This design comes from an exercise in tuning for small area, a short achievable clock period and few clock cycles per item on the open sky130 flow, not from production work.
The RTL was checked by simulation tests, not by an equivalence proof against the original design.
No activity file was given, so power comes from the tool's default toggle rates.

==> flow/design.v, too long to show whole: its modules and the start of the top module <==
// module imb_pattern_rom: 754 lines
// module imb_encoder: 618 lines
module imb_encoder (
    input  wire         clk,
    input  wire         rst,         
    input  wire         in_valid,
    output wire         in_ready,
    input  wire [103:0] in_value,
    output wire         out_valid,
    input  wire         out_ready,
    output wire [129:0] out_bars,    
    output wire [10:0]  out_fcs,
    output wire         out_ovf,     
    output wire         out_err      
);
  // ...
==> flow/run.sh <==
#!/bin/bash
# synth_recipe.tcl (not shown) runs the flow's synth.tcl, then flattens the netlist and writes it again
# the make line also repeats each setting of config.mk as NAME=value (left out here)
make -C /OpenROAD-flow-scripts/flow DESIGN_CONFIG=/design/flow/config.mk WORK_HOME=/design/flow/orfs CLKGATE_MAP_FILE= SYNTH_SCRIPT=/design/flow/synth_recipe.tcl finish
==> flow/config.mk <==
export PLATFORM = sky130hd
export DESIGN_NAME = imb_encoder
export DESIGN_NICKNAME = imb_encoder
export VERILOG_FILES = /design/flow/design.v
export SDC_FILE = /design/flow/constraint.sdc
export NUM_CORES = 4
export LEC_CHECK = 0
export CAP_MARGIN = 20
export CELL_PAD_IN_SITES_DETAIL_PLACEMENT = 2
export CELL_PAD_IN_SITES_GLOBAL_PLACEMENT = 4
export CORE_MARGIN = 2
export CORE_UTILIZATION = 20
export GPL_ROUTABILITY_DRIVEN = 1
export PLACE_DENSITY = 0.3
export SLEW_MARGIN = 20
export SYNTH_MEMORY_MAX_BITS = 32768
==> flow/constraint.sdc <==
create_clock -name core_clock -period 8.0 [get_ports {clk}]
set_input_delay 1.6000 -clock core_clock [delete_from_list [all_inputs] [get_ports {clk}]]
set_output_delay 1.6000 -clock core_clock [all_outputs]
set_load 0.01 [all_outputs]
==> metrics.md, run 1 <==
| Metric | Value |
|---|---|
| Core area | `158000 µm²` |
| Worst Path Required | `roughly 8.4 ns` |
| Tap Count | `2072` |
| Compound-Gate Fraction of Synth Area | `0.259` |
| Setup TNS | `0 ns` |
| WS Path Type | `register to register` |
| Initial DRT Pass Iterations | `6` |
| WHS | `0.496 ns` |
| Post-synthesis mux area share | `0.0276` |
| Highest-power group | `combinational cells` |
| Layout Area Growth over Synthesis | `20.4%` |
| Largest family of logic cells by synthesized area | `compound AO/OA/AOI/OAI gates` |
| RSZ-0062 raised after global routing | `no` |
| Outcome | `complete, no violations` |
| #MultiIn Comb | `2960` |
| Commonest cells post-synth | `364 x a21oi_1, 338 x nor2_1, 272 x edfxtp_1` |
| Initial antenna violation count | `4` |
| DR vias | `31100` |
| Most frequent cells in the layout | `362 x a21oi_1, 336 x nor2_1, 272 x edfxtp_1, 266 x nand2_1, 252 x clkdlybuf4s50_1` |
| Critical path depth | `15` |
| Least-Margin Pin Slew | `roughly 1.2 ns` |
| M2 GR Usage | `0.390` |
| Clock share of power | `0.112` |
| I/O pins | `253` |
| Max Fclk | `0.161 GHz` |
| Final setup fails | `0` |
| Hold Vio Cnt, Final | `0` |
| Hold_sp | `xc[1]` |
| Grt met1 use | `0.275` |
| Mapped Area | `31700 µm²` |
| Max-area cell class | `multi-input combinational cells` |
| Sequential cell fraction of total power | `0.172` |
| Simple-Gate Fraction of Synth Area | `0.162` |
| Leading area contributor after synthesis | `edfxtp_1` |
| CP max stage cell | `a2bb2oi_2` |
| Tmin final | `6.22 ns` |
| Post-synth EDFFs | `272` |
| Final Skew | `0.0666 ns` |
| DR vias/cell | `a little over 5` |
| Proportion of power drawn by combinational gates | `0.716` |
Testbench counts, summed over its fixed seeds: cycles 5,096, items 192.
==> run 2, diff against run 1 <==
--- a/flow/design.v
+++ b/flow/design.v
@@ -760,429 +760,666 @@
     input  wire [103:0] in_value,
     output wire         out_valid,
     input  wire         out_ready,
     output wire [129:0] out_bars,    
     output wire [10:0]  out_fcs,
     output wire         out_ovf,     
     output wire         out_err      
 );
-    localparam integer K = 4;        
-    localparam integer N = 26;       
-    localparam integer R = 4;        
+    localparam integer K = 6;        
+    localparam integer N = 18;       
+    localparam integer R = 6;        
     localparam integer S = 1;        
     reg  [4:0]  fb;             
     reg         xv;             
     reg  [4:0]  xb;             
     reg  [K-1:0] xc;            
-    wire        stall;
-    wire [103:0] vpad = in_value;
+    reg         stall;          
+    reg         rdy;            
+    wire [107:0] vpad = {4'd0, in_value};
     reg  [K-1:0] chunk;
     always @(*) begin
         case (fb)
-            5'd0: chunk = vpad[103:100];
-            5'd1: chunk = vpad[99:96];
-            5'd2: chunk = vpad[95:92];
-            5'd3: chunk = vpad[91:88];
-            5'd4: chunk = vpad[87:84];
-            5'd5: chunk = vpad[83:80];
-            5'd6: chunk = vpad[79:76];
-            5'd7: chunk = vpad[75:72];
-            5'd8: chunk = vpad[71:68];
-            5'd9: chunk = vpad[67:64];
-            5'd10: chunk = vpad[63:60];
-            5'd11: chunk = vpad[59:56];
-            5'd12: chunk = vpad[55:52];
-            5'd13: chunk = vpad[51:48];
-            5'd14: chunk = vpad[47:44];
-            5'd15: chunk = vpad[43:40];
-            5'd16: chunk = vpad[39:36];
-            5'd17: chunk = vpad[35:32];
-            5'd18: chunk = vpad[31:28];
-            5'd19: chunk = vpad[27:24];
-            5'd20: chunk = vpad[23:20];
-            5'd21: chunk = vpad[19:16];
-            5'd22: chunk = vpad[15:12];
-            5'd23: chunk = vpad[11:8];
-            5'd24: chunk = vpad[7:4];
-            5'd25: chunk = vpad[3:0];
+            5'd0: chunk = vpad[107:102];
+            5'd1: chunk = vpad[101:96];
+            5'd2: chunk = vpad[95:90];
+            5'd3: chunk = vpad[89:84];
+            5'd4: chunk = vpad[83:78];
+            5'd5: chunk = vpad[77:72];
+            5'd6: chunk = vpad[71:66];
+            5'd7: chunk = vpad[65:60];
+            5'd8: chunk = vpad[59:54];
+            5'd9: chunk = vpad[53:48];
+            5'd10: chunk = vpad[47:42];
+            5'd11: chunk = vpad[41:36];
+            5'd12: chunk = vpad[35:30];
+            5'd13: chunk = vpad[29:24];
+            5'd14: chunk = vpad[23:18];
+            5'd15: chunk = vpad[17:12];
+            5'd16: chunk = vpad[11:6];
+            5'd17: chunk = vpad[5:0];
             default: chunk = {K{1'bx}};
         endcase
     end
-    assign in_ready = (fb == 5'd25) && !stall;
+    assign in_ready = rdy;
     reg  [9:0]  d0;             
     reg  [10:0] dh [1:9];       
     reg  [10:0] crc;
     reg         ovfa;           
     reg  [3:0]  li;             
     reg  [12:0] pat [0:9];
     reg  [10:0] fcs_o;
     reg         ovf_o, err_o, val_o;
     reg  [9:0]  live, first;
     reg  [3:0]  lmax;
+    reg  [9:0]  live_n, first_n;
+    reg  [3:0]  lmax_n;
+    wire        fetch  = !stall && in_valid;
+    wire        adv    = xv && !stall;
+    wire        last   = adv && (xb == 5'd17);
+    wire        xv_n   = stall ? xv : in_valid;
+    wire [4:0]  xb_n   = fetch ? fb : xb;
+    wire [4:0]  fb_n   = fetch ? ((fb == 5'd17) ? 5'd0 : fb + 5'd1) : fb;
+    wire [3:0]  li_n   = last ? 4'd0 : ((li != 4'd10) ? li + 4'd1 : 4'd10);
+    wire        val_n  = (ia == 4'd9) || (val_o && !out_ready);
     always @(*) begin
-        case (xb)
-            5'd0: begin live = 10'b0000000001; first = 10'b0000000001; lmax = 4'd0; end
-            5'd1: begin live = 10'b0000000001; first = 10'b0000000000; lmax = 4'd0; end
-            5'd2: begin live = 10'b0000000011; first = 10'b0000000010; lmax = 4'd1; end
-            5'd3: begin live = 10'b0000000011; first = 10'b0000000000; lmax = 4'd1; end
-            5'd4: begin live = 10'b0000000111; first = 10'b0000000100; lmax = 4'd2; end
-            5'd5: begin live = 10'b0000000111; first = 10'b0000000000; lmax = 4'd2; end
-            5'd6: begin live = 10'b0000000111; first = 10'b0000000000; lmax = 4'd2; end
-            5'd7: begin live = 10'b0000001111; first = 10'b0000001000; lmax = 4'd3; end
-            5'd8: begin live = 10'b0000001111; first = 10'b0000000000; lmax = 4'd3; end
-            5'd9: begin live = 10'b0000001111; first = 10'b0000000000; lmax = 4'd3; end
-            5'd10: begin live = 10'b0000011111; first = 10'b0000010000; lmax = 4'd4; end
-            5'd11: begin live = 10'b0000011111; first = 10'b0000000000; lmax = 4'd4; end
-            5'd12: begin live = 10'b0000111111; first = 10'b0000100000; lmax = 4'd5; end
-            5'd13: begin live = 10'b0000111111; first = 10'b0000000000; lmax = 4'd5; end
-            5'd14: begin live = 10'b0000111111; first = 10'b0000000000; lmax = 4'd5; end
-            5'd15: begin live = 10'b0001111111; first = 10'b0001000000; lmax = 4'd6; end
-            5'd16: begin live = 10'b0001111111; first = 10'b0000000000; lmax = 4'd6; end
-            5'd17: begin live = 10'b0011111111; first = 10'b0010000000; lmax = 4'd7; end
-            5'd18: begin live = 10'b0011111111; first = 10'b0000000000; lmax = 4'd7; end
-            5'd19: begin live = 10'b0011111111; first = 10'b0000000000; lmax = 4'd7; end
-            5'd20: begin live = 10'b0111111111; first = 10'b0100000000; lmax = 4'd8; end
-            5'd21: begin live = 10'b0111111111; first = 10'b0000000000; lmax = 4'd8; end
-            5'd22: begin live = 10'b0111111111; first = 10'b0000000000; lmax = 4'd8; end
-            5'd23: begin live = 10'b1111111111; first = 10'b1000000000; lmax = 4'd9; end
-            5'd24: begin live = 10'b1111111111; first = 10'b0000000000; lmax = 4'd9; end
-            5'd25: begin live = 10'b1111111111; first = 10'b0000000000; lmax = 4'd9; end
-            default: begin live = 10'bx; first = 10'bx; lmax = 4'bx; end
+        case (xb_n)
+            5'd0: begin live_n = 10'b0000000001; first_n = 10'b0000000001; lmax_n = 4'd0; end
+            5'd1: begin live_n = 10'b0000000001; first_n = 10'b0000000000; lmax_n = 4'd0; end
+            5'd2: begin live_n = 10'b0000000011; first_n = 10'b0000000010; lmax_n = 4'd1; end
+            5'd3: begin live_n = 10'b0000000111; first_n = 10'b0000000100; lmax_n = 4'd2; end
+            5'd4: begin live_n = 10'b0000000111; first_n = 10'b0000000000; lmax_n = 4'd2; end
+            5'd5: begin live_n = 10'b0000001111; first_n = 10'b0000001000; lmax_n = 4'd3; end
+            5'd6: begin live_n = 10'b0000001111; first_n = 10'b0000000000; lmax_n = 4'd3; end
+            5'd7: begin live_n = 10'b0000011111; first_n = 10'b0000010000; lmax_n = 4'd4; end
+            5'd8: begin live_n = 10'b0000011111; first_n = 10'b0000000000; lmax_n = 4'd4; end
+            5'd9: begin live_n = 10'b0000111111; first_n = 10'b0000100000; lmax_n = 4'd5; end
+            5'd10: begin live_n = 10'b0001111111; first_n = 10'b0001000000; lmax_n = 4'd6; end
+            5'd11: begin live_n = 10'b0001111111; first_n = 10'b0000000000; lmax_n = 4'd6; end
+            5'd12: begin live_n = 10'b0011111111; first_n = 10'b0010000000; lmax_n = 4'd7; end
+            5'd13: begin live_n = 10'b0011111111; first_n = 10'b0000000000; lmax_n = 4'd7; end
+            5'd14: begin live_n = 10'b0111111111; first_n = 10'b0100000000; lmax_n = 4'd8; end
+            5'd15: begin live_n = 10'b0111111111; first_n = 10'b0000000000; lmax_n = 4'd8; end
+            5'd16: begin live_n = 10'b1111111111; first_n = 10'b1000000000; lmax_n = 4'd9; end
+            5'd17: begin live_n = 10'b1111111111; first_n = 10'b0000000000; lmax_n = 4'd9; end
+            default: begin live_n = 10'bx; first_n = 10'bx; lmax_n = 4'bx; end
         endcase
     end
-    assign stall = xv && (((li != 4'd10) && (li < lmax)) ||
-                          ((xb == 5'd25) && (val_o || li != 4'd10 || ia != 4'd10)));
-    wire        adv = xv && !stall;
-    wire        last = adv && (xb == 5'd25);
-    function [4:0] cl0(input [5:0] h);
-        case (h)
-            6'd0: cl0 = 5'd0;
-            6'd1: cl0 = 5'd0;
-            6'd2: cl0 = 5'd0;
-            6'd3: cl0 = 5'd1;
-            6'd4: cl0 = 5'd1;
-            6'd5: cl0 = 5'd2;
-            6'd6: cl0 = 5'd2;
-            6'd7: cl0 = 5'd2;
-            6'd8: cl0 = 5'd3;
-            6'd9: cl0 = 5'd3;
-            6'd10: cl0 = 5'd4;
-            6'd11: cl0 = 5'd4;
-            6'd12: cl0 = 5'd4;
-            6'd13: cl0 = 5'd5;
-            6'd14: cl0 = 5'd5;
-            6'd15: cl0 = 5'd6;
-            6'd16: cl0 = 5'd6;
-            6'd17: cl0 = 5'd6;
-            6'd18: cl0 = 5'd7;
-            6'd19: cl0 = 5'd7;
-            6'd20: cl0 = 5'd8;
-            6'd21: cl0 = 5'd8;
-            6'd22: cl0 = 5'd8;
-            6'd23: cl0 = 5'd9;
-            6'd24: cl0 = 5'd9;
-            6'd25: cl0 = 5'd10;
-            6'd26: cl0 = 5'd10;
-            6'd27: cl0 = 5'd10;
-            6'd28: cl0 = 5'd11;
-            6'd29: cl0 = 5'd11;
-            6'd30: cl0 = 5'd12;
-            6'd31: cl0 = 5'd12;
-            6'd32: cl0 = 5'd12;
-            6'd33: cl0 = 5'd13;
-            6'd34: cl0 = 5'd13;
-            6'd35: cl0 = 5'd14;
-            6'd36: cl0 = 5'd14;
-            6'd37: cl0 = 5'd14;
-            6'd38: cl0 = 5'd15;
-            6'd39: cl0 = 5'd15;
-            6'd40: cl0 = 5'd16;
-            6'd41: cl0 = 5'd16;
-            6'd42: cl0 = 5'd16;
-            6'd43: cl0 = 5'd17;
-            6'd44: cl0 = 5'd17;
-            6'd45: cl0 = 5'd18;
-            6'd46: cl0 = 5'd18;
-            6'd47: cl0 = 5'd18;
-            6'd48: cl0 = 5'd19;
-            6'd49: cl0 = 5'd19;
-            6'd50: cl0 = 5'd20;
-            6'd51: cl0 = 5'd20;
-            6'd52: cl0 = 5'd20;
-            6'd53: cl0 = 5'd21;
-            6'd54: cl0 = 5'd21;
-            6'd55: cl0 = 5'd22;
-            6'd56: cl0 = 5'd22;
-            6'd57: cl0 = 5'd22;
-            6'd58: cl0 = 5'd23;
-            6'd59: cl0 = 5'd23;
-            6'd60: cl0 = 5'd24;
-            6'd61: cl0 = 5'd24;
-            6'd62: cl0 = 5'd24;
-            6'd63: cl0 = 5'd25;
-        endcase
-    endfunction
-    function [9:0] cm0(input [5:0] h);
-        case (h)
-            6'd0: cm0 = 10'd0;
-            6'd1: cm0 = 10'd0;
-            6'd2: cm0 = 10'd0;
-            6'd3: cm0 = 10'd636;
-            6'd4: cm0 = 10'd636;
-            6'd5: cm0 = 10'd248;
-            6'd6: cm0 = 10'd248;
-            6'd7: cm0 = 10'd248;
-            6'd8: cm0 = 10'd884;
-            6'd9: cm0 = 10'd884;
-            6'd10: cm0 = 10'd496;
-            6'd11: cm0 = 10'd496;
-            6'd12: cm0 = 10'd496;
-            6'd13: cm0 = 10'd108;
-            6'd14: cm0 = 10'd108;
-            6'd15: cm0 = 10'd744;
-            6'd16: cm0 = 10'd744;
-            6'd17: cm0 = 10'd744;
-            6'd18: cm0 = 10'd356;
-            6'd19: cm0 = 10'd356;
-            6'd20: cm0 = 10'd992;
-            6'd21: cm0 = 10'd992;
-            6'd22: cm0 = 10'd992;
-            6'd23: cm0 = 10'd604;
-            6'd24: cm0 = 10'd604;
-            6'd25: cm0 = 10'd216;
-            6'd26: cm0 = 10'd216;
-            6'd27: cm0 = 10'd216;
-            6'd28: cm0 = 10'd852;
-            6'd29: cm0 = 10'd852;
-            6'd30: cm0 = 10'd464;
-            6'd31: cm0 = 10'd464;
-            6'd32: cm0 = 10'd464;
-            6'd33: cm0 = 10'd76;
-            6'd34: cm0 = 10'd76;
-            6'd35: cm0 = 10'd712;
-            6'd36: cm0 = 10'd712;
-            6'd37: cm0 = 10'd712;
-            6'd38: cm0 = 10'd324;
-            6'd39: cm0 = 10'd324;
-            6'd40: cm0 = 10'd960;
-            6'd41: cm0 = 10'd960;
-            6'd42: cm0 = 10'd960;
-            6'd43: cm0 = 10'd572;
-            6'd44: cm0 = 10'd572;
-            6'd45: cm0 = 10'd184;
-            6'd46: cm0 = 10'd184;
-            6'd47: cm0 = 10'd184;
-            6'd48: cm0 = 10'd820;
-            6'd49: cm0 = 10'd820;
-            6'd50: cm0 = 10'd432;
-            6'd51: cm0 = 10'd432;
-            6'd52: cm0 = 10'd432;
-            6'd53: cm0 = 10'd44;
-            6'd54: cm0 = 10'd44;
-            6'd55: cm0 = 10'd680;
-            6'd56: cm0 = 10'd680;
-            6'd57: cm0 = 10'd680;
-            6'd58: cm0 = 10'd292;
-            6'd59: cm0 = 10'd292;
-            6'd60: cm0 = 10'd928;
-            6'd61: cm0 = 10'd928;
-            6'd62: cm0 = 10'd928;
-            6'd63: cm0 = 10'd540;
-        endcase
-    endfunction
-    function [4:0] clh(input [5:0] h);
+    wire        stall_n = xv_n && (((li_n != 4'd10) && (li_n < lmax_n)) ||
+                          ((xb_n == 5'd17) && (val_n || li_n != 4'd10 || li != 4'd10)));
+    wire        rdy_n   = (fb_n == 5'd17) && !stall_n;
+    function [16:0] lut0;       
+        input [7:0] h;
         case (h)
-            6'd0: clh = 5'd0;
-            6'd1: clh = 5'd0;
-            6'd2: clh = 5'd0;
-            6'd3: clh = 5'd1;
-            6'd4: clh = 5'd1;
-            6'd5: clh = 5'd1;
-            6'd6: clh = 5'd2;
-            6'd7: clh = 5'd2;
-            6'd8: clh = 5'd3;
-            6'd9: clh = 5'd3;
-            6'd10: clh = 5'd3;
-            6'd11: clh = 5'd4;
-            6'd12: clh = 5'd4;
-            6'd13: clh = 5'd4;
-            6'd14: clh = 5'd5;
-            6'd15: clh = 5'd5;
-            6'd16: clh = 5'd6;
-            6'd17: clh = 5'd6;
-            6'd18: clh = 5'd6;
-            6'd19: clh = 5'd7;
-            6'd20: clh = 5'd7;
-            6'd21: clh = 5'd7;
-            6'd22: clh = 5'd8;
-            6'd23: clh = 5'd8;
-            6'd24: clh = 5'd9;
-            6'd25: clh = 5'd9;
-            6'd26: clh = 5'd9;
-            6'd27: clh = 5'd10;
-            6'd28: clh = 5'd10;
-            6'd29: clh = 5'd10;
-            6'd30: clh = 5'd11;
-            6'd31: clh = 5'd11;
-            6'd32: clh = 5'd12;
-            6'd33: clh = 5'd12;
-            6'd34: clh = 5'd12;
-            6'd35: clh = 5'd13;
-            6'd36: clh = 5'd13;
-            6'd37: clh = 5'd13;
-            6'd38: clh = 5'd14;
-            6'd39: clh = 5'd14;
-            6'd40: clh = 5'd15;
-            6'd41: clh = 5'd15;
-            6'd42: clh = 5'd15;
-            6'd43: clh = 5'd16;
-            6'd44: clh = 5'd16;
-            6'd45: clh = 5'd16;
-            6'd46: clh = 5'd17;
-            6'd47: clh = 5'd17;
-            6'd48: clh = 5'd18;
-            6'd49: clh = 5'd18;
-            6'd50: clh = 5'd18;
-            6'd51: clh = 5'd19;
-            6'd52: clh = 5'd19;
-            6'd53: clh = 5'd19;
-            6'd54: clh = 5'd20;
-            6'd55: clh = 5'd20;
-            6'd56: clh = 5'd21;
-            6'd57: clh = 5'd21;
-            6'd58: clh = 5'd21;
-            6'd59: clh = 5'd22;
-            6'd60: clh = 5'd22;
-            6'd61: clh = 5'd22;
-            6'd62: clh = 5'd23;
-            6'd63: clh = 5'd23;
+            8'd0: lut0 = {7'd0, 10'd0};
+            8'd1: lut0 = {7'd0, 10'd256};
+            8'd2: lut0 = {7'd0, 10'd512};
+            8'd3: lut0 = {7'd1, 10'd132};
+            8'd4: lut0 = {7'd1, 10'd388};
+            8'd5: lut0 = {7'd2, 10'd8};
+            8'd6: lut0 = {7'd2, 10'd264};
+            8'd7: lut0 = {7'd2, 10'd520};
+            8'd8: lut0 = {7'd3, 10'd140};
+            8'd9: lut0 = {7'd3, 10'd396};
+            8'd10: lut0 = {7'd4, 10'd16};
+            8'd11: lut0 = {7'd4, 10'd272};
+            8'd12: lut0 = {7'd4, 10'd528};
+            8'd13: lut0 = {7'd5, 10'd148};
+            8'd14: lut0 = {7'd5, 10'd404};
+            8'd15: lut0 = {7'd6, 10'd24};
+            8'd16: lut0 = {7'd6, 10'd280};
+            8'd17: lut0 = {7'd6, 10'd536};
+            8'd18: lut0 = {7'd7, 10'd156};
+            8'd19: lut0 = {7'd7, 10'd412};
+            8'd20: lut0 = {7'd8, 10'd32};
+            8'd21: lut0 = {7'd8, 10'd288};
+            8'd22: lut0 = {7'd8, 10'd544};
+            8'd23: lut0 = {7'd9, 10'd164};
+            8'd24: lut0 = {7'd9, 10'd420};
+            8'd25: lut0 = {7'd10, 10'd40};
+            8'd26: lut0 = {7'd10, 10'd296};
+            8'd27: lut0 = {7'd10, 10'd552};
+            8'd28: lut0 = {7'd11, 10'd172};
+            8'd29: lut0 = {7'd11, 10'd428};
+            8'd30: lut0 = {7'd12, 10'd48};
+            8'd31: lut0 = {7'd12, 10'd304};
+            8'd32: lut0 = {7'd12, 10'd560};
+            8'd33: lut0 = {7'd13, 10'd180};
+            8'd34: lut0 = {7'd13, 10'd436};
+            8'd35: lut0 = {7'd14, 10'd56};
+            8'd36: lut0 = {7'd14, 10'd312};
+            8'd37: lut0 = {7'd14, 10'd568};
+            8'd38: lut0 = {7'd15, 10'd188};
+            8'd39: lut0 = {7'd15, 10'd444};
+            8'd40: lut0 = {7'd16, 10'd64};
+            8'd41: lut0 = {7'd16, 10'd320};
+            8'd42: lut0 = {7'd16, 10'd576};
+            8'd43: lut0 = {7'd17, 10'd196};
+            8'd44: lut0 = {7'd17, 10'd452};
+            8'd45: lut0 = {7'd18, 10'd72};
+            8'd46: lut0 = {7'd18, 10'd328};
+            8'd47: lut0 = {7'd18, 10'd584};
+            8'd48: lut0 = {7'd19, 10'd204};
+            8'd49: lut0 = {7'd19, 10'd460};
+            8'd50: lut0 = {7'd20, 10'd80};
+            8'd51: lut0 = {7'd20, 10'd336};
+            8'd52: lut0 = {7'd20, 10'd592};
+            8'd53: lut0 = {7'd21, 10'd212};
+            8'd54: lut0 = {7'd21, 10'd468};
+            8'd55: lut0 = {7'd22, 10'd88};
+            8'd56: lut0 = {7'd22, 10'd344};
+            8'd57: lut0 = {7'd22, 10'd600};
+            8'd58: lut0 = {7'd23, 10'd220};
+            8'd59: lut0 = {7'd23, 10'd476};
+            8'd60: lut0 = {7'd24, 10'd96};
+            8'd61: lut0 = {7'd24, 10'd352};
+            8'd62: lut0 = {7'd24, 10'd608};
+            8'd63: lut0 = {7'd25, 10'd228};
+            8'd64: lut0 = {7'd25, 10'd484};
+            8'd65: lut0 = {7'd26, 10'd104};
+            8'd66: lut0 = {7'd26, 10'd360};
+            8'd67: lut0 = {7'd26, 10'd616};
+            8'd68: lut0 = {7'd27, 10'd236};
+            8'd69: lut0 = {7'd27, 10'd492};
+            8'd70: lut0 = {7'd28, 10'd112};
+            8'd71: lut0 = {7'd28, 10'd368};
+            8'd72: lut0 = {7'd28, 10'd624};
+            8'd73: lut0 = {7'd29, 10'd244};
+            8'd74: lut0 = {7'd29, 10'd500};
+            8'd75: lut0 = {7'd30, 10'd120};
+            8'd76: lut0 = {7'd30, 10'd376};
+            8'd77: lut0 = {7'd30, 10'd632};
+            8'd78: lut0 = {7'd31, 10'd252};
+            8'd79: lut0 = {7'd31, 10'd508};
+            8'd80: lut0 = {7'd32, 10'd128};
+            8'd81: lut0 = {7'd32, 10'd384};
+            8'd82: lut0 = {7'd33, 10'd4};
+            8'd83: lut0 = {7'd33, 10'd260};
+            8'd84: lut0 = {7'd33, 10'd516};
+            8'd85: lut0 = {7'd34, 10'd136};
+            8'd86: lut0 = {7'd34, 10'd392};
+            8'd87: lut0 = {7'd35, 10'd12};
+            8'd88: lut0 = {7'd35, 10'd268};
+            8'd89: lut0 = {7'd35, 10'd524};
+            8'd90: lut0 = {7'd36, 10'd144};
+            8'd91: lut0 = {7'd36, 10'd400};
+            8'd92: lut0 = {7'd37, 10'd20};
+            8'd93: lut0 = {7'd37, 10'd276};
+            8'd94: lut0 = {7'd37, 10'd532};
+            8'd95: lut0 = {7'd38, 10'd152};
+            8'd96: lut0 = {7'd38, 10'd408};
+            8'd97: lut0 = {7'd39, 10'd28};
+            8'd98: lut0 = {7'd39, 10'd284};
+            8'd99: lut0 = {7'd39, 10'd540};
+            8'd100: lut0 = {7'd40, 10'd160};
+            8'd101: lut0 = {7'd40, 10'd416};
+            8'd102: lut0 = {7'd41, 10'd36};
+            8'd103: lut0 = {7'd41, 10'd292};
+            8'd104: lut0 = {7'd41, 10'd548};
+            8'd105: lut0 = {7'd42, 10'd168};
+            8'd106: lut0 = {7'd42, 10'd424};
+            8'd107: lut0 = {7'd43, 10'd44};
+            8'd108: lut0 = {7'd43, 10'd300};
+            8'd109: lut0 = {7'd43, 10'd556};
+            8'd110: lut0 = {7'd44, 10'd176};
+            8'd111: lut0 = {7'd44, 10'd432};
+            8'd112: lut0 = {7'd45, 10'd52};
+            8'd113: lut0 = {7'd45, 10'd308};
+            8'd114: lut0 = {7'd45, 10'd564};
+            8'd115: lut0 = {7'd46, 10'd184};
+            8'd116: lut0 = {7'd46, 10'd440};
+            8'd117: lut0 = {7'd47, 10'd60};
+            8'd118: lut0 = {7'd47, 10'd316};
+            8'd119: lut0 = {7'd47, 10'd572};
+            8'd120: lut0 = {7'd48, 10'd192};
+            8'd121: lut0 = {7'd48, 10'd448};
+            8'd122: lut0 = {7'd49, 10'd68};
+            8'd123: lut0 = {7'd49, 10'd324};
+            8'd124: lut0 = {7'd49, 10'd580};
+            8'd125: lut0 = {7'd50, 10'd200};
+            8'd126: lut0 = {7'd50, 10'd456};
+            8'd127: lut0 = {7'd51, 10'd76};
+            8'd128: lut0 = {7'd51, 10'd332};
+            8'd129: lut0 = {7'd51, 10'd588};
+            8'd130: lut0 = {7'd52, 10'd208};
+            8'd131: lut0 = {7'd52, 10'd464};
+            8'd132: lut0 = {7'd53, 10'd84};
+            8'd133: lut0 = {7'd53, 10'd340};
+            8'd134: lut0 = {7'd53, 10'd596};
+            8'd135: lut0 = {7'd54, 10'd216};
+            8'd136: lut0 = {7'd54, 10'd472};
+            8'd137: lut0 = {7'd55, 10'd92};
+            8'd138: lut0 = {7'd55, 10'd348};
+            8'd139: lut0 = {7'd55, 10'd604};
+            8'd140: lut0 = {7'd56, 10'd224};
+            8'd141: lut0 = {7'd56, 10'd480};
+            8'd142: lut0 = {7'd57, 10'd100};
+            8'd143: lut0 = {7'd57, 10'd356};
+            8'd144: lut0 = {7'd57, 10'd612};
+            8'd145: lut0 = {7'd58, 10'd232};
+            8'd146: lut0 = {7'd58, 10'd488};
+            8'd147: lut0 = {7'd59, 10'd108};
+            8'd148: lut0 = {7'd59, 10'd364};
+            8'd149: lut0 = {7'd59, 10'd620};
+            8'd150: lut0 = {7'd60, 10'd240};
+            8'd151: lut0 = {7'd60, 10'd496};
+            8'd152: lut0 = {7'd61, 10'd116};
+            8'd153: lut0 = {7'd61, 10'd372};
+            8'd154: lut0 = {7'd61, 10'd628};
+            8'd155: lut0 = {7'd62, 10'd248};
+            8'd156: lut0 = {7'd62, 10'd504};
+            8'd157: lut0 = {7'd63, 10'd124};
+            8'd158: lut0 = {7'd63, 10'd380};
+            8'd159: lut0 = {7'd64, 10'd0};
+            8'd160: lut0 = {7'd64, 10'd256};
+            8'd161: lut0 = {7'd64, 10'd512};
+            8'd162: lut0 = {7'd65, 10'd132};
+            8'd163: lut0 = {7'd65, 10'd388};
+            8'd164: lut0 = {7'd66, 10'd8};
+            8'd165: lut0 = {7'd66, 10'd264};
+            8'd166: lut0 = {7'd66, 10'd520};
+            8'd167: lut0 = {7'd67, 10'd140};
+            8'd168: lut0 = {7'd67, 10'd396};
+            8'd169: lut0 = {7'd68, 10'd16};
+            8'd170: lut0 = {7'd68, 10'd272};
+            8'd171: lut0 = {7'd68, 10'd528};
+            8'd172: lut0 = {7'd69, 10'd148};
+            8'd173: lut0 = {7'd69, 10'd404};
+            8'd174: lut0 = {7'd70, 10'd24};
+            8'd175: lut0 = {7'd70, 10'd280};
+            8'd176: lut0 = {7'd70, 10'd536};
+            8'd177: lut0 = {7'd71, 10'd156};
+            8'd178: lut0 = {7'd71, 10'd412};
+            8'd179: lut0 = {7'd72, 10'd32};
+            8'd180: lut0 = {7'd72, 10'd288};
+            8'd181: lut0 = {7'd72, 10'd544};
+            8'd182: lut0 = {7'd73, 10'd164};
+            8'd183: lut0 = {7'd73, 10'd420};
+            8'd184: lut0 = {7'd74, 10'd40};
+            8'd185: lut0 = {7'd74, 10'd296};
+            8'd186: lut0 = {7'd74, 10'd552};
+            8'd187: lut0 = {7'd75, 10'd172};
+            8'd188: lut0 = {7'd75, 10'd428};
+            8'd189: lut0 = {7'd76, 10'd48};
+            8'd190: lut0 = {7'd76, 10'd304};
+            8'd191: lut0 = {7'd76, 10'd560};
+            8'd192: lut0 = {7'd77, 10'd180};
+            8'd193: lut0 = {7'd77, 10'd436};
+            8'd194: lut0 = {7'd78, 10'd56};
+            8'd195: lut0 = {7'd78, 10'd312};
+            8'd196: lut0 = {7'd78, 10'd568};
+            8'd197: lut0 = {7'd79, 10'd188};
+            8'd198: lut0 = {7'd79, 10'd444};
+            8'd199: lut0 = {7'd80, 10'd64};
+            8'd200: lut0 = {7'd80, 10'd320};
+            8'd201: lut0 = {7'd80, 10'd576};
+            8'd202: lut0 = {7'd81, 10'd196};
+            8'd203: lut0 = {7'd81, 10'd452};
+            8'd204: lut0 = {7'd82, 10'd72};
+            8'd205: lut0 = {7'd82, 10'd328};
+            8'd206: lut0 = {7'd82, 10'd584};
+            8'd207: lut0 = {7'd83, 10'd204};
+            8'd208: lut0 = {7'd83, 10'd460};
+            8'd209: lut0 = {7'd84, 10'd80};
+            8'd210: lut0 = {7'd84, 10'd336};
+            8'd211: lut0 = {7'd84, 10'd592};
+            8'd212: lut0 = {7'd85, 10'd212};
+            8'd213: lut0 = {7'd85, 10'd468};
+            8'd214: lut0 = {7'd86, 10'd88};
+            8'd215: lut0 = {7'd86, 10'd344};
+            8'd216: lut0 = {7'd86, 10'd600};
+            8'd217: lut0 = {7'd87, 10'd220};
+            8'd218: lut0 = {7'd87, 10'd476};
+            8'd219: lut0 = {7'd88, 10'd96};
+            8'd220: lut0 = {7'd88, 10'd352};
+            8'd221: lut0 = {7'd88, 10'd608};
+            8'd222: lut0 = {7'd89, 10'd228};
+            8'd223: lut0 = {7'd89, 10'd484};
+            8'd224: lut0 = {7'd90, 10'd104};
+            8'd225: lut0 = {7'd90, 10'd360};
+            8'd226: lut0 = {7'd90, 10'd616};
+            8'd227: lut0 = {7'd91, 10'd236};
+            8'd228: lut0 = {7'd91, 10'd492};
+            8'd229: lut0 = {7'd92, 10'd112};
+            8'd230: lut0 = {7'd92, 10'd368};
+            8'd231: lut0 = {7'd92, 10'd624};
+            8'd232: lut0 = {7'd93, 10'd244};
+            8'd233: lut0 = {7'd93, 10'd500};
+            8'd234: lut0 = {7'd94, 10'd120};
+            8'd235: lut0 = {7'd94, 10'd376};
+            8'd236: lut0 = {7'd94, 10'd632};
+            8'd237: lut0 = {7'd95, 10'd252};
+            8'd238: lut0 = {7'd95, 10'd508};
+            8'd239: lut0 = {7'd96, 10'd128};
+            8'd240: lut0 = {7'd96, 10'd384};
+            8'd241: lut0 = {7'd97, 10'd4};
+            8'd242: lut0 = {7'd97, 10'd260};
+            8'd243: lut0 = {7'd97, 10'd516};
+            8'd244: lut0 = {7'd98, 10'd136};
+            8'd245: lut0 = {7'd98, 10'd392};
+            8'd246: lut0 = {7'd99, 10'd12};
+            8'd247: lut0 = {7'd99, 10'd268};
+            8'd248: lut0 = {7'd99, 10'd524};
+            8'd249: lut0 = {7'd100, 10'd144};
+            8'd250: lut0 = {7'd100, 10'd400};
+            8'd251: lut0 = {7'd101, 10'd20};
+            8'd252: lut0 = {7'd101, 10'd276};
+            8'd253: lut0 = {7'd101, 10'd532};
+            8'd254: lut0 = {7'd102, 10'd152};
+            8'd255: lut0 = {7'd102, 10'd408};
         endcase
     endfunction
-    function [10:0] cmh(input [5:0] h);
+    function [17:0] luth;       
+        input [7:0] h;
         case (h)
-            6'd0: cmh = 11'd0;
-            6'd1: cmh = 11'd0;
-            6'd2: cmh = 11'd0;
-            6'd3: cmh = 11'd1365;
-            6'd4: cmh = 11'd1365;
-            6'd5: cmh = 11'd1365;
-            6'd6: cmh = 11'd682;
-            6'd7: cmh = 11'd682;
-            6'd8: cmh = 11'd2047;
-            6'd9: cmh = 11'd2047;
-            6'd10: cmh = 11'd2047;
-            6'd11: cmh = 11'd1364;
-            6'd12: cmh = 11'd1364;
-            6'd13: cmh = 11'd1364;
-            6'd14: cmh = 11'd681;
-            6'd15: cmh = 11'd681;
-            6'd16: cmh = 11'd2046;
-            6'd17: cmh = 11'd2046;
-            6'd18: cmh = 11'd2046;
-            6'd19: cmh = 11'd1363;
-            6'd20: cmh = 11'd1363;
-            6'd21: cmh = 11'd1363;
-            6'd22: cmh = 11'd680;
-            6'd23: cmh = 11'd680;
-            6'd24: cmh = 11'd2045;
-            6'd25: cmh = 11'd2045;
-            6'd26: cmh = 11'd2045;
-            6'd27: cmh = 11'd1362;
-            6'd28: cmh = 11'd1362;
-            6'd29: cmh = 11'd1362;
-            6'd30: cmh = 11'd679;
-            6'd31: cmh = 11'd679;
-            6'd32: cmh = 11'd2044;
-            6'd33: cmh = 11'd2044;
-            6'd34: cmh = 11'd2044;
-            6'd35: cmh = 11'd1361;
-            6'd36: cmh = 11'd1361;
-            6'd37: cmh = 11'd1361;
-            6'd38: cmh = 11'd678;
-            6'd39: cmh = 11'd678;
-            6'd40: cmh = 11'd2043;
-            6'd41: cmh = 11'd2043;
-            6'd42: cmh = 11'd2043;
-            6'd43: cmh = 11'd1360;
-            6'd44: cmh = 11'd1360;
-            6'd45: cmh = 11'd1360;
-            6'd46: cmh = 11'd677;
-            6'd47: cmh = 11'd677;
-            6'd48: cmh = 11'd2042;
-            6'd49: cmh = 11'd2042;
-            6'd50: cmh = 11'd2042;
-            6'd51: cmh = 11'd1359;
-            6'd52: cmh = 11'd1359;
-            6'd53: cmh = 11'd1359;
-            6'd54: cmh = 11'd676;
-            6'd55: cmh = 11'd676;
-            6'd56: cmh = 11'd2041;
-            6'd57: cmh = 11'd2041;
-            6'd58: cmh = 11'd2041;
-            6'd59: cmh = 11'd1358;
-            6'd60: cmh = 11'd1358;
-            6'd61: cmh = 11'd1358;
-            6'd62: cmh = 11'd675;
-            6'd63: cmh = 11'd675;
+            8'd0: luth = {7'd0, 11'd0};
+            8'd1: luth = {7'd0, 11'd512};
+            8'd2: luth = {7'd0, 11'd1024};
+            8'd3: luth = {7'd1, 11'd171};
+            8'd4: luth = {7'd1, 11'd683};
+            8'd5: luth = {7'd1, 11'd1195};
+            8'd6: luth = {7'd2, 11'd342};
+            8'd7: luth = {7'd2, 11'd854};
+            8'd8: luth = {7'd3, 11'd1};
+            8'd9: luth = {7'd3, 11'd513};
+            8'd10: luth = {7'd3, 11'd1025};
+            8'd11: luth = {7'd4, 11'd172};
+            8'd12: luth = {7'd4, 11'd684};
+            8'd13: luth = {7'd4, 11'd1196};
+            8'd14: luth = {7'd5, 11'd343};
+            8'd15: luth = {7'd5, 11'd855};
+            8'd16: luth = {7'd6, 11'd2};
+            8'd17: luth = {7'd6, 11'd514};
+            8'd18: luth = {7'd6, 11'd1026};
+            8'd19: luth = {7'd7, 11'd173};
+            8'd20: luth = {7'd7, 11'd685};
+            8'd21: luth = {7'd7, 11'd1197};
+            8'd22: luth = {7'd8, 11'd344};
+            8'd23: luth = {7'd8, 11'd856};
+            8'd24: luth = {7'd9, 11'd3};
+            8'd25: luth = {7'd9, 11'd515};
+            8'd26: luth = {7'd9, 11'd1027};
+            8'd27: luth = {7'd10, 11'd174};
+            8'd28: luth = {7'd10, 11'd686};
+            8'd29: luth = {7'd10, 11'd1198};
+            8'd30: luth = {7'd11, 11'd345};
+            8'd31: luth = {7'd11, 11'd857};
+            8'd32: luth = {7'd12, 11'd4};
+            8'd33: luth = {7'd12, 11'd516};
+            8'd34: luth = {7'd12, 11'd1028};
+            8'd35: luth = {7'd13, 11'd175};
+            8'd36: luth = {7'd13, 11'd687};
+            8'd37: luth = {7'd13, 11'd1199};
+            8'd38: luth = {7'd14, 11'd346};
+            8'd39: luth = {7'd14, 11'd858};
+            8'd40: luth = {7'd15, 11'd5};
+            8'd41: luth = {7'd15, 11'd517};
+            8'd42: luth = {7'd15, 11'd1029};
+            8'd43: luth = {7'd16, 11'd176};
+            8'd44: luth = {7'd16, 11'd688};
+            8'd45: luth = {7'd16, 11'd1200};
+            8'd46: luth = {7'd17, 11'd347};
+            8'd47: luth = {7'd17, 11'd859};
+            8'd48: luth = {7'd18, 11'd6};
+            8'd49: luth = {7'd18, 11'd518};
+            8'd50: luth = {7'd18, 11'd1030};
+            8'd51: luth = {7'd19, 11'd177};
+            8'd52: luth = {7'd19, 11'd689};
+            8'd53: luth = {7'd19, 11'd1201};
+            8'd54: luth = {7'd20, 11'd348};
+            8'd55: luth = {7'd20, 11'd860};
+            8'd56: luth = {7'd21, 11'd7};
+            8'd57: luth = {7'd21, 11'd519};
+            8'd58: luth = {7'd21, 11'd1031};
+            8'd59: luth = {7'd22, 11'd178};
+            8'd60: luth = {7'd22, 11'd690};
+            8'd61: luth = {7'd22, 11'd1202};
+            8'd62: luth = {7'd23, 11'd349};
+            8'd63: luth = {7'd23, 11'd861};
+            8'd64: luth = {7'd24, 11'd8};
+            8'd65: luth = {7'd24, 11'd520};
+            8'd66: luth = {7'd24, 11'd1032};
+            8'd67: luth = {7'd25, 11'd179};
+            8'd68: luth = {7'd25, 11'd691};
+            8'd69: luth = {7'd25, 11'd1203};
+            8'd70: luth = {7'd26, 11'd350};
+            8'd71: luth = {7'd26, 11'd862};
+            8'd72: luth = {7'd27, 11'd9};
+            8'd73: luth = {7'd27, 11'd521};
+            8'd74: luth = {7'd27, 11'd1033};
+            8'd75: luth = {7'd28, 11'd180};
+            8'd76: luth = {7'd28, 11'd692};
+            8'd77: luth = {7'd28, 11'd1204};
+            8'd78: luth = {7'd29, 11'd351};
+            8'd79: luth = {7'd29, 11'd863};
+            8'd80: luth = {7'd30, 11'd10};
+            8'd81: luth = {7'd30, 11'd522};
+            8'd82: luth = {7'd30, 11'd1034};
+            8'd83: luth = {7'd31, 11'd181};
+            8'd84: luth = {7'd31, 11'd693};
+            8'd85: luth = {7'd31, 11'd1205};
+            8'd86: luth = {7'd32, 11'd352};
+            8'd87: luth = {7'd32, 11'd864};
+            8'd88: luth = {7'd33, 11'd11};
+            8'd89: luth = {7'd33, 11'd523};
+            8'd90: luth = {7'd33, 11'd1035};
+            8'd91: luth = {7'd34, 11'd182};
+            8'd92: luth = {7'd34, 11'd694};
+            8'd93: luth = {7'd34, 11'd1206};
+            8'd94: luth = {7'd35, 11'd353};
+            8'd95: luth = {7'd35, 11'd865};
+            8'd96: luth = {7'd36, 11'd12};
+            8'd97: luth = {7'd36, 11'd524};
+            8'd98: luth = {7'd36, 11'd1036};
+            8'd99: luth = {7'd37, 11'd183};
+            8'd100: luth = {7'd37, 11'd695};
+            8'd101: luth = {7'd37, 11'd1207};
+            8'd102: luth = {7'd38, 11'd354};
+            8'd103: luth = {7'd38, 11'd866};
+            8'd104: luth = {7'd39, 11'd13};
+            8'd105: luth = {7'd39, 11'd525};
+            8'd106: luth = {7'd39, 11'd1037};
+            8'd107: luth = {7'd40, 11'd184};
+            8'd108: luth = {7'd40, 11'd696};
+            8'd109: luth = {7'd40, 11'd1208};
+            8'd110: luth = {7'd41, 11'd355};
+            8'd111: luth = {7'd41, 11'd867};
+            8'd112: luth = {7'd42, 11'd14};
+            8'd113: luth = {7'd42, 11'd526};
+            8'd114: luth = {7'd42, 11'd1038};
+            8'd115: luth = {7'd43, 11'd185};
+            8'd116: luth = {7'd43, 11'd697};
+            8'd117: luth = {7'd43, 11'd1209};
+            8'd118: luth = {7'd44, 11'd356};
+            8'd119: luth = {7'd44, 11'd868};
+            8'd120: luth = {7'd45, 11'd15};
+            8'd121: luth = {7'd45, 11'd527};
+            8'd122: luth = {7'd45, 11'd1039};
+            8'd123: luth = {7'd46, 11'd186};
+            8'd124: luth = {7'd46, 11'd698};
+            8'd125: luth = {7'd46, 11'd1210};
+            8'd126: luth = {7'd47, 11'd357};
+            8'd127: luth = {7'd47, 11'd869};
+            8'd128: luth = {7'd48, 11'd16};
+            8'd129: luth = {7'd48, 11'd528};
+            8'd130: luth = {7'd48, 11'd1040};
+            8'd131: luth = {7'd49, 11'd187};
+            8'd132: luth = {7'd49, 11'd699};
+            8'd133: luth = {7'd49, 11'd1211};
+            8'd134: luth = {7'd50, 11'd358};
+            8'd135: luth = {7'd50, 11'd870};
+            8'd136: luth = {7'd51, 11'd17};
+            8'd137: luth = {7'd51, 11'd529};
+            8'd138: luth = {7'd51, 11'd1041};
+            8'd139: luth = {7'd52, 11'd188};
+            8'd140: luth = {7'd52, 11'd700};
+            8'd141: luth = {7'd52, 11'd1212};
+            8'd142: luth = {7'd53, 11'd359};
+            8'd143: luth = {7'd53, 11'd871};
+            8'd144: luth = {7'd54, 11'd18};
+            8'd145: luth = {7'd54, 11'd530};
+            8'd146: luth = {7'd54, 11'd1042};
+            8'd147: luth = {7'd55, 11'd189};
+            8'd148: luth = {7'd55, 11'd701};
+            8'd149: luth = {7'd55, 11'd1213};
+            8'd150: luth = {7'd56, 11'd360};
+            8'd151: luth = {7'd56, 11'd872};
+            8'd152: luth = {7'd57, 11'd19};
+            8'd153: luth = {7'd57, 11'd531};
+            8'd154: luth = {7'd57, 11'd1043};
+            8'd155: luth = {7'd58, 11'd190};
+            8'd156: luth = {7'd58, 11'd702};
+            8'd157: luth = {7'd58, 11'd1214};
+            8'd158: luth = {7'd59, 11'd361};
+            8'd159: luth = {7'd59, 11'd873};
+            8'd160: luth = {7'd60, 11'd20};
+            8'd161: luth = {7'd60, 11'd532};
+            8'd162: luth = {7'd60, 11'd1044};
+            8'd163: luth = {7'd61, 11'd191};
+            8'd164: luth = {7'd61, 11'd703};
+            8'd165: luth = {7'd61, 11'd1215};
+            8'd166: luth = {7'd62, 11'd362};
+            8'd167: luth = {7'd62, 11'd874};
+            8'd168: luth = {7'd63, 11'd21};
+            8'd169: luth = {7'd63, 11'd533};
+            8'd170: luth = {7'd63, 11'd1045};
+            8'd171: luth = {7'd64, 11'd192};
+            8'd172: luth = {7'd64, 11'd704};
+            8'd173: luth = {7'd64, 11'd1216};
+            8'd174: luth = {7'd65, 11'd363};
+            8'd175: luth = {7'd65, 11'd875};
+            8'd176: luth = {7'd66, 11'd22};
+            8'd177: luth = {7'd66, 11'd534};
+            8'd178: luth = {7'd66, 11'd1046};
+            8'd179: luth = {7'd67, 11'd193};
+            8'd180: luth = {7'd67, 11'd705};
+            8'd181: luth = {7'd67, 11'd1217};
+            8'd182: luth = {7'd68, 11'd364};
+            8'd183: luth = {7'd68, 11'd876};
+            8'd184: luth = {7'd69, 11'd23};
+            8'd185: luth = {7'd69, 11'd535};
+            8'd186: luth = {7'd69, 11'd1047};
+            8'd187: luth = {7'd70, 11'd194};
+            8'd188: luth = {7'd70, 11'd706};
+            8'd189: luth = {7'd70, 11'd1218};
+            8'd190: luth = {7'd71, 11'd365};
+            8'd191: luth = {7'd71, 11'd877};
+            8'd192: luth = {7'd72, 11'd24};
+            8'd193: luth = {7'd72, 11'd536};
+            8'd194: luth = {7'd72, 11'd1048};
+            8'd195: luth = {7'd73, 11'd195};
+            8'd196: luth = {7'd73, 11'd707};
+            8'd197: luth = {7'd73, 11'd1219};
+            8'd198: luth = {7'd74, 11'd366};
+            8'd199: luth = {7'd74, 11'd878};
+            8'd200: luth = {7'd75, 11'd25};
+            8'd201: luth = {7'd75, 11'd537};
+            8'd202: luth = {7'd75, 11'd1049};
+            8'd203: luth = {7'd76, 11'd196};
+            8'd204: luth = {7'd76, 11'd708};
+            8'd205: luth = {7'd76, 11'd1220};
+            8'd206: luth = {7'd77, 11'd367};
+            8'd207: luth = {7'd77, 11'd879};
+            8'd208: luth = {7'd78, 11'd26};
+            8'd209: luth = {7'd78, 11'd538};
+            8'd210: luth = {7'd78, 11'd1050};
+            8'd211: luth = {7'd79, 11'd197};
+            8'd212: luth = {7'd79, 11'd709};
+            8'd213: luth = {7'd79, 11'd1221};
+            8'd214: luth = {7'd80, 11'd368};
+            8'd215: luth = {7'd80, 11'd880};
+            8'd216: luth = {7'd81, 11'd27};
+            8'd217: luth = {7'd81, 11'd539};
+            8'd218: luth = {7'd81, 11'd1051};
+            8'd219: luth = {7'd82, 11'd198};
+            8'd220: luth = {7'd82, 11'd710};
+            8'd221: luth = {7'd82, 11'd1222};
+            8'd222: luth = {7'd83, 11'd369};
+            8'd223: luth = {7'd83, 11'd881};
+            8'd224: luth = {7'd84, 11'd28};
+            8'd225: luth = {7'd84, 11'd540};
+            8'd226: luth = {7'd84, 11'd1052};
+            8'd227: luth = {7'd85, 11'd199};
+            8'd228: luth = {7'd85, 11'd711};
+            8'd229: luth = {7'd85, 11'd1223};
+            8'd230: luth = {7'd86, 11'd370};
+            8'd231: luth = {7'd86, 11'd882};
+            8'd232: luth = {7'd87, 11'd29};
+            8'd233: luth = {7'd87, 11'd541};
+            8'd234: luth = {7'd87, 11'd1053};
+            8'd235: luth = {7'd88, 11'd200};
+            8'd236: luth = {7'd88, 11'd712};
+            8'd237: luth = {7'd88, 11'd1224};
+            8'd238: luth = {7'd89, 11'd371};
+            8'd239: luth = {7'd89, 11'd883};
+            8'd240: luth = {7'd90, 11'd30};
+            8'd241: luth = {7'd90, 11'd542};
+            8'd242: luth = {7'd90, 11'd1054};
+            8'd243: luth = {7'd91, 11'd201};
+            8'd244: luth = {7'd91, 11'd713};
+            8'd245: luth = {7'd91, 11'd1225};
+            8'd246: luth = {7'd92, 11'd372};
+            8'd247: luth = {7'd92, 11'd884};
+            8'd248: luth = {7'd93, 11'd31};
+            8'd249: luth = {7'd93, 11'd543};
+            8'd250: luth = {7'd93, 11'd1055};
+            8'd251: luth = {7'd94, 11'd202};
+            8'd252: luth = {7'd94, 11'd714};
+            8'd253: luth = {7'd94, 11'd1226};
+            8'd254: luth = {7'd95, 11'd373};
+            8'd255: luth = {7'd95, 11'd885};
         endcase
     endfunction
-    reg  [9:0]  s0;
-    reg  [10:0] sh [1:9];
-    reg  [4:0]  c0;
-    reg  [4:0]  ch [1:9];
-    reg  [10:0] sc;
-    reg         so;
-    integer     i, s;
-    always @(*) begin
-        sc = (xb == 5'd0) ? 11'h7FF : crc;
-        s0 = first[0] ? 10'd0 : d0;
-        for (s = 1; s < 10; s = s + 1)
-            sh[s] = first[s] ? 11'd0 : dh[s];
-        so = 1'b0;
-        for (i = S - 1; i >= 0; i = i - 1) begin
-            c0 = cl0(s0[9:4]);
-            for (s = 1; s < 10; s = s + 1)
-                ch[s] = clh(sh[s][10:5]);
-            so = so | (live[9] & (|ch[9]));
-            for (s = 9; s >= 2; s = s - 1)
-                sh[s] = {sh[s][6:0], 4'd0} + ch[s-1] - cmh(sh[s][10:5]);
-            sh[1] = {sh[1][6:0], 4'd0} + c0 - cmh(sh[1][10:5]);
-            s0 = {s0[5:0], 4'd0} + xc[i*R +: R] - cm0(s0[9:4]);
+    wire [9:0]  o0 = first[0] ? 10'd0 : d0;
+    wire [16:0] l0 = lut0(o0[9:2]);
+    wire [6:0]  c0 = l0[16:10];
+    wire [9:0]  n0 = l0[9:0] + {2'd0, o0[1:0], 6'd0} + {4'd0, xc};
+    wire [6:0]  ch [1:9];
+    wire [10:0] nh [1:9];
+    genvar gs;
+    generate
+        for (gs = 1; gs < 10; gs = gs + 1) begin : g_dig
+            wire [10:0] o = first[gs] ? 11'd0 : dh[gs];
+            wire [17:0] l = luth(o[10:3]);
+            wire [6:0]  ci;
+            if (gs == 1) begin : g_c0
+                assign ci = c0;
+            end else begin : g_ch
+                assign ci = ch[gs-1];
+            end
+            assign ch[gs] = l[17:11];
+            assign nh[gs] = l[10:0] + {2'd0, o[2:0], 6'd0} + {4'd0, ci};
         end
-    end
-    reg  [3:0] crcmask;
+    endgenerate
+    wire        so = live[9] & (|ch[9]);
+    reg  [10:0] sc;
+    always @(*) sc = (xb == 5'd0) ? 11'h7FF : crc;
+    integer     i;
+    reg  [5:0] crcmask;
     always @(*) begin
         case (xb)
-            5'd0: crcmask = 4'b0011;
-            5'd1: crcmask = 4'b1111;
-            5'd2: crcmask = 4'b1111;
-            5'd3: crcmask = 4'b1111;
-            5'd4: crcmask = 4'b1111;
-            5'd5: crcmask = 4'b1111;
-            5'd6: crcmask = 4'b1111;
-            5'd7: crcmask = 4'b1111;
-            5'd8: crcmask = 4'b1111;
-            5'd9: crcmask = 4'b1111;
-            5'd10: crcmask = 4'b1111;
-            5'd11: crcmask = 4'b1111;
-            5'd12: crcmask = 4'b1111;
-            5'd13: crcmask = 4'b1111;
-            5'd14: crcmask = 4'b1111;
-            5'd15: crcmask = 4'b1111;
-            5'd16: crcmask = 4'b1111;
-            5'd17: crcmask = 4'b1111;
-            5'd18: crcmask = 4'b1111;
-            5'd19: crcmask = 4'b1111;
-            5'd20: crcmask = 4'b1111;
-            5'd21: crcmask = 4'b1111;
-            5'd22: crcmask = 4'b1111;
-            5'd23: crcmask = 4'b1111;
-            5'd24: crcmask = 4'b1111;
-            5'd25: crcmask = 4'b1111;
+            5'd0: crcmask = 6'b000000;
+            5'd1: crcmask = 6'b111111;
+            5'd2: crcmask = 6'b111111;
+            5'd3: crcmask = 6'b111111;
+            5'd4: crcmask = 6'b111111;
+            5'd5: crcmask = 6'b111111;
+            5'd6: crcmask = 6'b111111;
+            5'd7: crcmask = 6'b111111;
+            5'd8: crcmask = 6'b111111;
+            5'd9: crcmask = 6'b111111;
+            5'd10: crcmask = 6'b111111;
+            5'd11: crcmask = 6'b111111;
+            5'd12: crcmask = 6'b111111;
+            5'd13: crcmask = 6'b111111;
+            5'd14: crcmask = 6'b111111;
+            5'd15: crcmask = 6'b111111;
+            5'd16: crcmask = 6'b111111;
+            5'd17: crcmask = 6'b111111;
             default: crcmask = {K{1'bx}};
         endcase
     end
     reg  [10:0] cn;
     reg         cfb;
     always @(*) begin
         cn = sc;
         for (i = K - 1; i >= 0; i = i - 1) begin
@@ -1236,46 +1473,44 @@
     imb_pattern_rom u_rom (.cw(lcw), .pattern(rom_pat));
     always @(posedge clk) begin
         if (rst) begin
             fb    <= 5'd0;
             xv    <= 1'b0;
             li    <= 4'd10;
             ia    <= 4'd10;
             val_o <= 1'b0;
+            stall <= 1'b0;
+            rdy   <= 1'b0;
         end else begin
-            if (!stall) begin
-                xv <= in_valid;
-                if (in_valid) begin
-                    xb <= fb;
-                    xc <= chunk;
-                    fb <= (fb == 5'd25) ? 5'd0 : fb + 5'd1;
-                end
-            end
-            ia <= li;
-            if (li != 4'd10)
-                li <= li + 4'd1;
-            if (last)
-                li <= 4'd0;
-            if (ia == 4'd9)
-                val_o <= 1'b1;
-            else if (out_ready)
-                val_o <= 1'b0;
+            fb    <= fb_n;
+            xv    <= xv_n;
+            li    <= li_n;
+            ia    <= li;
+            val_o <= val_n;
+            stall <= stall_n;
+            rdy   <= rdy_n;
         end
+        xb    <= xb_n;
+        live  <= live_n;
+        first <= first_n;
+        lmax  <= lmax_n;
+        if (fetch)
+            xc <= chunk;
         if (adv) begin
-            if (live[0]) d0 <= s0;
-            if (live[1]) dh[1] <= sh[1];
-            if (live[2]) dh[2] <= sh[2];
-            if (live[3]) dh[3] <= sh[3];
-            if (live[4]) dh[4] <= sh[4];
-            if (live[5]) dh[5] <= sh[5];
-            if (live[6]) dh[6] <= sh[6];
-            if (live[7]) dh[7] <= sh[7];
-            if (live[8]) dh[8] <= sh[8];
-            if (live[9]) dh[9] <= sh[9];
+            d0 <= n0;
+            if (live[1]) dh[1] <= nh[1];
+            if (live[2]) dh[2] <= nh[2];
+            if (live[3]) dh[3] <= nh[3];
+            if (live[4]) dh[4] <= nh[4];
+            if (live[5]) dh[5] <= nh[5];
+            if (live[6]) dh[6] <= nh[6];
+            if (live[7]) dh[7] <= nh[7];
+            if (live[8]) dh[8] <= nh[8];
+            if (live[9]) dh[9] <= nh[9];
             crc  <= cn;
             ovfa <= ((xb == 5'd0) ? 1'b0 : ovfa) | so;
         end
         if (last) begin
             fcs_o <= cn;
             ovf_o <= ovfa | so;
         end
         ca_a <= nca;
==> flow/config.mk (replaced) <==
export PLATFORM = sky130hd
export DESIGN_NAME = imb_encoder
export DESIGN_NICKNAME = imb_encoder
export VERILOG_FILES = /design/flow/design.v
export SDC_FILE = /design/flow/constraint.sdc
export NUM_CORES = 4
export LEC_CHECK = 0
export ABC_AREA = 1
export CAP_MARGIN = 20
export CELL_PAD_IN_SITES_DETAIL_PLACEMENT = 0
export CELL_PAD_IN_SITES_GLOBAL_PLACEMENT = 1
export CORE_MARGIN = 2
export CORE_UTILIZATION = 40
export GPL_ROUTABILITY_DRIVEN = 1
export PLACE_DENSITY = 0.6
export SETUP_SLACK_MARGIN = 4
export SLEW_MARGIN = 20
export SYNTH_MEMORY_MAX_BITS = 32768
==> run 2 against run 1 <==
Core utilization is 28 points higher. Clock skew fell by 0.017 ns. Power is 1.5% lower. Die area shrank 49%. First-iteration DRC count rose by 110%. Sequential power decreased by 15%. Combinational power is 5% higher. Still clean. Critical endpoint is now dh[1][9]. Wire length fell by 24%. Worst hold slack better by 0.033 ns. Count of clock-buffer cells in the layout decreased by 6.
==> metrics.md, run 2 <==
| Metric | Value |
|---|---|
| Hold WC Path Type | `register to register (unchanged)` |
| Largest regs | `pat (130), dh (99) (unchanged)` |
| CP Buf/Inv Count | `6 (was 3)` |
| Total Power | `20.1 mW (was 20.4 mW)` |
| Initial antenna violation count | `3 (was 4)` |
| Die footprint | `82700 µm² (was 162000 µm²)` |
| Die X | `288 µm (was 402 µm)` |
| GP Congestion | `1.05 (was 0.867)` |
| Clock share of power | `0.091 (was 0.112)` |
| Layout cells sized above 1 | `0.167 (was 0.0836)` |
| Critical-path cell list | `inv_2 > nor2_4 > buf_12 > clkinvlp_4 > buf_6 > a21oi_4 > buf_6 > a21oi_4 > nand2_2 > o21ai_2 > a221o_1 > o21ai_4 > ha_4 > ha_4 > inv_2 > fa_2 > o21ai_2 > a21oi_2 > nor2_2 > nor2_1 > nor2_1 > o21ai_1 > nand2_1 > xor2_1 (was mux2i_4 > buf_4 > ha_1 > inv_1 > a211o_1 > o21ai_0 > nor2_1 > a311oi_1 > a21oi_1 > a21oi_1 > o31ai_1 > buf_4 > nor3_1 > a2bb2oi_2 > xnor2_1)` |
| Largest register FFs | `130 (unchanged)` |
| Setup TNS | `0 ns (unchanged)` |
| Post-DP Area | `35800 µm² (was 36400 µm²)` |
| Hold_sp | `xv (was xc[1])` |
| Worst relative slew slack | `0.295 (was 0.213)` |
| Initial DRC Count | `4030 (was 1889)` |
| Critical Path Max Stage Delay | `0.41 ns (was 0.81 ns)` |
| Syn Area/Cell | `7.13 µm² (was 8.38 µm²)` |
| Net Sw Frac | `0.541 (was 0.552)` |
| Yosys warning count | `4 (was 6)` |
| Power Internal | `9.24 mW (was 9.15 mW)` |
| Prevailing post-synth register cell | `edfxtp_1 (unchanged)` |
| Clock Tree Buf Depth | `3 (unchanged)` |
| Delay-heaviest family, CP | `compound AO/OA/AOI/OAI gates (unchanged)` |
| First-pass GRT wire length | `200 mm (was 261 mm)` |
| P_leak | `17.9 nW (was 13.8 nW)` |
| I/O pins | `253 (unchanged)` |
| Max Fclk | `0.247 GHz (was 0.161 GHz)` |
| CTS clk-pin slew, worst paths | `0.06 ns (about the same)` |
| WS Path Type | `register to register (unchanged)` |
| Core area | `79300 µm² (was 158000 µm²)` |
| Peak supply drop | `0.482 mV (was 0.254 mV)` |
| Max Cap Viol | `0 (unchanged)` |
| Critical Path Sink Type | `register (unchanged)` |
| Final Skew | `0.0493 ns (was 0.0666 ns)` |
| Leading area contributor after synthesis | `edfxtp_1 (unchanged)` |
| Commonest non-fill, non-tap cell in the layout | `nand2_1 (was a21oi_1)` |
| Vias in the first global route | `32300 (was 33800)` |
| DP Worst Slack | `2.69 ns (was 1.83 ns)` |
| Cell area after layout | `41100 µm² (was 38100 µm²)` |
| Tcrit/Tclk final | `0.507 (was 0.778)` |
| Max FO, Critical Path | `5 (was 45)` |
| Least-Margin Pin Slew | `1.05 ns (was 1.17 ns)` |
| Post-synth EDFFs | `269 (was 272)` |
| Final setup fails | `0 (unchanged)` |
| Commonest cells post-synth | `810 x nand2_1, 608 x inv_1, 591 x nor2_1 (was 364 x a21oi_1, 338 x nor2_1, 272 x edfxtp_1)` |
| Worst hold endpoint | `xv (was d0[1])` |
| CP Launch Type | `register (unchanged)` |
| FILL cells | `7852 (was 18000)` |
| Critical path depth | `24 (was 15)` |
| Die H | `288 µm (was 402 µm)` |
| WL/cell | `23.0 µm (was 30.4 µm)` |
| Final nets | `5302 (was 4212)` |
| FF-to-FF path depth | `24 (was 15)` |
| Top-count cell post-synth | `nand2_1 (was a21oi_1)` |
| Netlist cell types | `71 (was 112)` |
| Most frequent cells in the layout | `757 x nand2_1, 553 x inv_1, 485 x nor2_1, 335 x o21ai_0, 269 x edfxtp_1 (was 362 x a21oi_1, 336 x nor2_1, 272 x edfxtp_1, 266 x nand2_1, 252 x clkdlybuf4s50_1)` |
| Pwr per Cell Area | `489 nW/µm² (was 536 nW/µm²)` |
| Worst EP arrival | `4.34 ns (was 6.60 ns)` |
| Sequential cell fraction of total power | `0.148 (was 0.172)` |
| Sink Count | `335 (was 334)` |
| Mapped Cells | `4510 (was 3779)` |
| GRT Resource Usage Total | `0.314 (was 0.220)` |
| Initial DRT Pass Iterations | `9 (was 6)` |
| Hold Vio Cnt, Final | `0 (unchanged)` |
| Setup ws final | `3.95 ns (was 1.78 ns)` |
| DR vias/cell | `5.75 (was 5.19)` |
| Worst Path Required | `8.28 ns (was 8.38 ns)` |
| Final ANT Viol Nets | `0 (unchanged)` |
| GR Overflow Total | `0 (unchanged)` |
| Net Switching | `10.9 mW (was 11.3 mW)` |
| CTS tree | `built (unchanged)` |
| Post-DP HPWL | `99.3 mm (was 136 mm)` |
| Mapped Area | `32200 µm² (was 31700 µm²)` |
| Synth top area share | `0.251 (was 0.258)` |
| Tmin final | `4.05 ns (was 6.22 ns)` |
| Layout Area Growth over Synthesis | `27.9% (was 20.4%)` |
| # rows | `103 (was 146)` |
| WHS | `0.530 ns (was 0.496 ns)` |
| Register area share after synthesis | `0.292 (was 0.297)` |
| DR vias | `34500 (was 31100)` |
| Worst skew pair latency | `0.58 ns (was 0.67 ns)` |
| Synth area leaders | `edfxtp_1 25%, ha_1 9.7%, nand2_1 9.5%, inv_1 7.1%, nor2_1 6.9% (was edfxtp_1 26%, ha_1 8.5%, a21oi_1 5.8%, xnor2_1 5.0%, nor2_1 4.0%)` |
| Flop2flop setup slack | `3.95 ns (was 1.78 ns)` |
| Async set-reset flop share out of synthesis | `0 (unchanged)` |
| Outcome | `complete, no violations (unchanged)` |
| Synthesized Nets | `4887 (was 4120)` |
| DRC Markers | `0 (unchanged)` |
| Total number of H-tree levels | `2 (unchanged)` |
| Hold path depth | `2 (was 0)` |
| Proportion of power drawn by combinational gates | `0.761 (was 0.716)` |
| Root Driver | `clkbuf_16 (unchanged)` |
| Reg with most FFs | `pat (unchanged)` |
| Cts bufs inserted | `41 (was 49)` |
| Initial Util | `0.406 (was 0.201)` |
| RSZ-0062 raised after global routing | `yes (was no)` |
| CP max stage cell | `edfxtp_1 (was a2bb2oi_2)` |
| Port bufs | `252 (unchanged)` |
| Reg-to-reg critical path startpoint | `d0[5] (was ga)` |
| Total wire length | `138 mm (was 182 mm)` |
| Largest net degree at the start of global routing | `66 (was 136)` |
| Pins Over Slew Limit | `0 (unchanged)` |
| Synth Register Bits | `335 (was 334)` |
| RR Endpoint | `dh[1][9] (was pat[9][11])` |
## run 2: cell count changes after synthesis, moves of 53 or more
cell      delta
nor2b_1    -112
xor2_1      +85
a21oi_1     -79
o21ai_0    +152
nand2_1    +542
nand2b_1    -53
nor2_1     +253
nand3_1    +101
inv_1      +453
xnor2_1    -157
clkbuf_1   -114
## run 2: cell type report
class,instances,area [µm²],area share
antenna,3,7.51,0.000183
clock buffer,55,1110,0.0270
clock inverter,19,210,0.00511
inverter,647,2580,0.0628
multi-input combinational,3397,21700,0.527
sequential,335,9450,0.230
tap,1050,1310,0.0319
timing repair buffer,498,4730,0.115
timing repair inverter,5,38.8,0.000943
## run 2: cells by family (layout without fill, tap and decap cells)
family / after synthesis / after routing / share of synthesized area
AND/OR/NAND/NOR: 1773 / 1782 / 0.232
AO/OA/AOI/OAI: 1112 / 1112 / 0.206
buffers and inverters: 787 / 1224 / 0.0964
flip-flops: 335 / 335 / 0.292
adder cells (fa/ha/maj): 269 / 269 / 0.109
XOR/XNOR: 231 / 231 / 0.0638
multiplexers: 3 / 3 / 0.000934
other: 0 / 3 / 0
## run 2: routing by layer
metal | track usage | share of wire | wire length, µm
met2 | 0.514 | 0.46 | 63000
met5 | 0 | 0.000072 | 10
met4 | 0.142 | 0.057 | 7860
met3 | 0.0521 | 0.083 | 11500
met1 | 0.406 | 0.40 | 55600
## run 2: worst reg2reg max path: stages (launching register included)
cell        delay, ns
edfxtp_1         0.41
inv_2            0.08
nor2_4           0.15
buf_12           0.14
clkinvlp_4       0.13
buf_6            0.15
a21oi_4          0.15
buf_6            0.13
a21oi_4          0.05
nand2_2          0.11
o21ai_2          0.07
a221o_1          0.40
o21ai_4          0.26
ha_4             0.18
ha_4             0.13
inv_2            0.04
fa_2             0.38
o21ai_2          0.19
a21oi_2          0.08
nor2_2           0.13
nor2_1           0.06
nor2_1           0.14
o21ai_1          0.08
nand2_1          0.07
xor2_1           0.06
## run 2: power groups by stage
stage	clock [mW]	combinational (mW)	sequential, mW
3_5_place_dp	0	12.2	3.02
3_3_place_gp	0	12.4	3.03
5_1_grt	1.95	16.4	3.00
6_report	1.84	15.3	2.98
4_1_cts	1.88	13.2	2.97
2_1_floorplan	0	8.73	2.92
## run 2: metrics by stage
stage	util	instances
after global routing	0.519	6006
after CTS	0.487	5862
final	0.519	6009
after floorplan	-	4510
after detailed placement	0.451	5719
after global placement	0.451	5718
## run 2: repair_timing
action,4_1_cts,5_1_grt
gates resized for setup,270,371
pin swaps,27,115
endpoints found under the setup margin,202,196
hold buffers,0,0
gates cloned,10,10
buffers inserted,59,134
## run 2: how the worst max path moves through the flow
stage | end | startpoint | slack (ns)
finish | dh[1][9] | d0[5] | 3.95
global route | dh[1][9] | d0[5] | 3.80
CTS | pat[1][7] | ga | 3.99
detailed placement | pat[5][10] | ga | 2.69
global placement | pat[9][10] | ga | 2.67
floorplan | dh[1][9] | first[0] | 3.99
Testbench counts of run 2, summed over its fixed seeds: cycles 3,560, items 192.

port drivers added, routing unchanged:
The flow's constraints put no driver on any port. The routed layouts listed below were extracted and timed again, unchanged, in two steps. Step 1 assumes that a clkbuf_16 drives the clock port and a buf_2 every other input. Step 2, shift: input delay + t, output delay - t, t = (earliest + latest rising clock arrival at the registers) / 2. This alone moves slack from input paths to output paths. Three values: ideal, step 1, step 2; two values: the first two.
run | t (ns) | setup WS [ns] | worst register clock-pin slew, ns
run 1 | 0.709 | 1.775 / 1.775 / 1.775 | 0.07 / 0.07
run 2 | 0.622 | 3.947 / 3.947 / 3.886 | 0.06 / 0.06
After both steps every run listed still meets setup and hold. For run 2, which loses most, drivers alone change the setup slack by 0.000 ns; drivers and shift together by -0.061 ns.
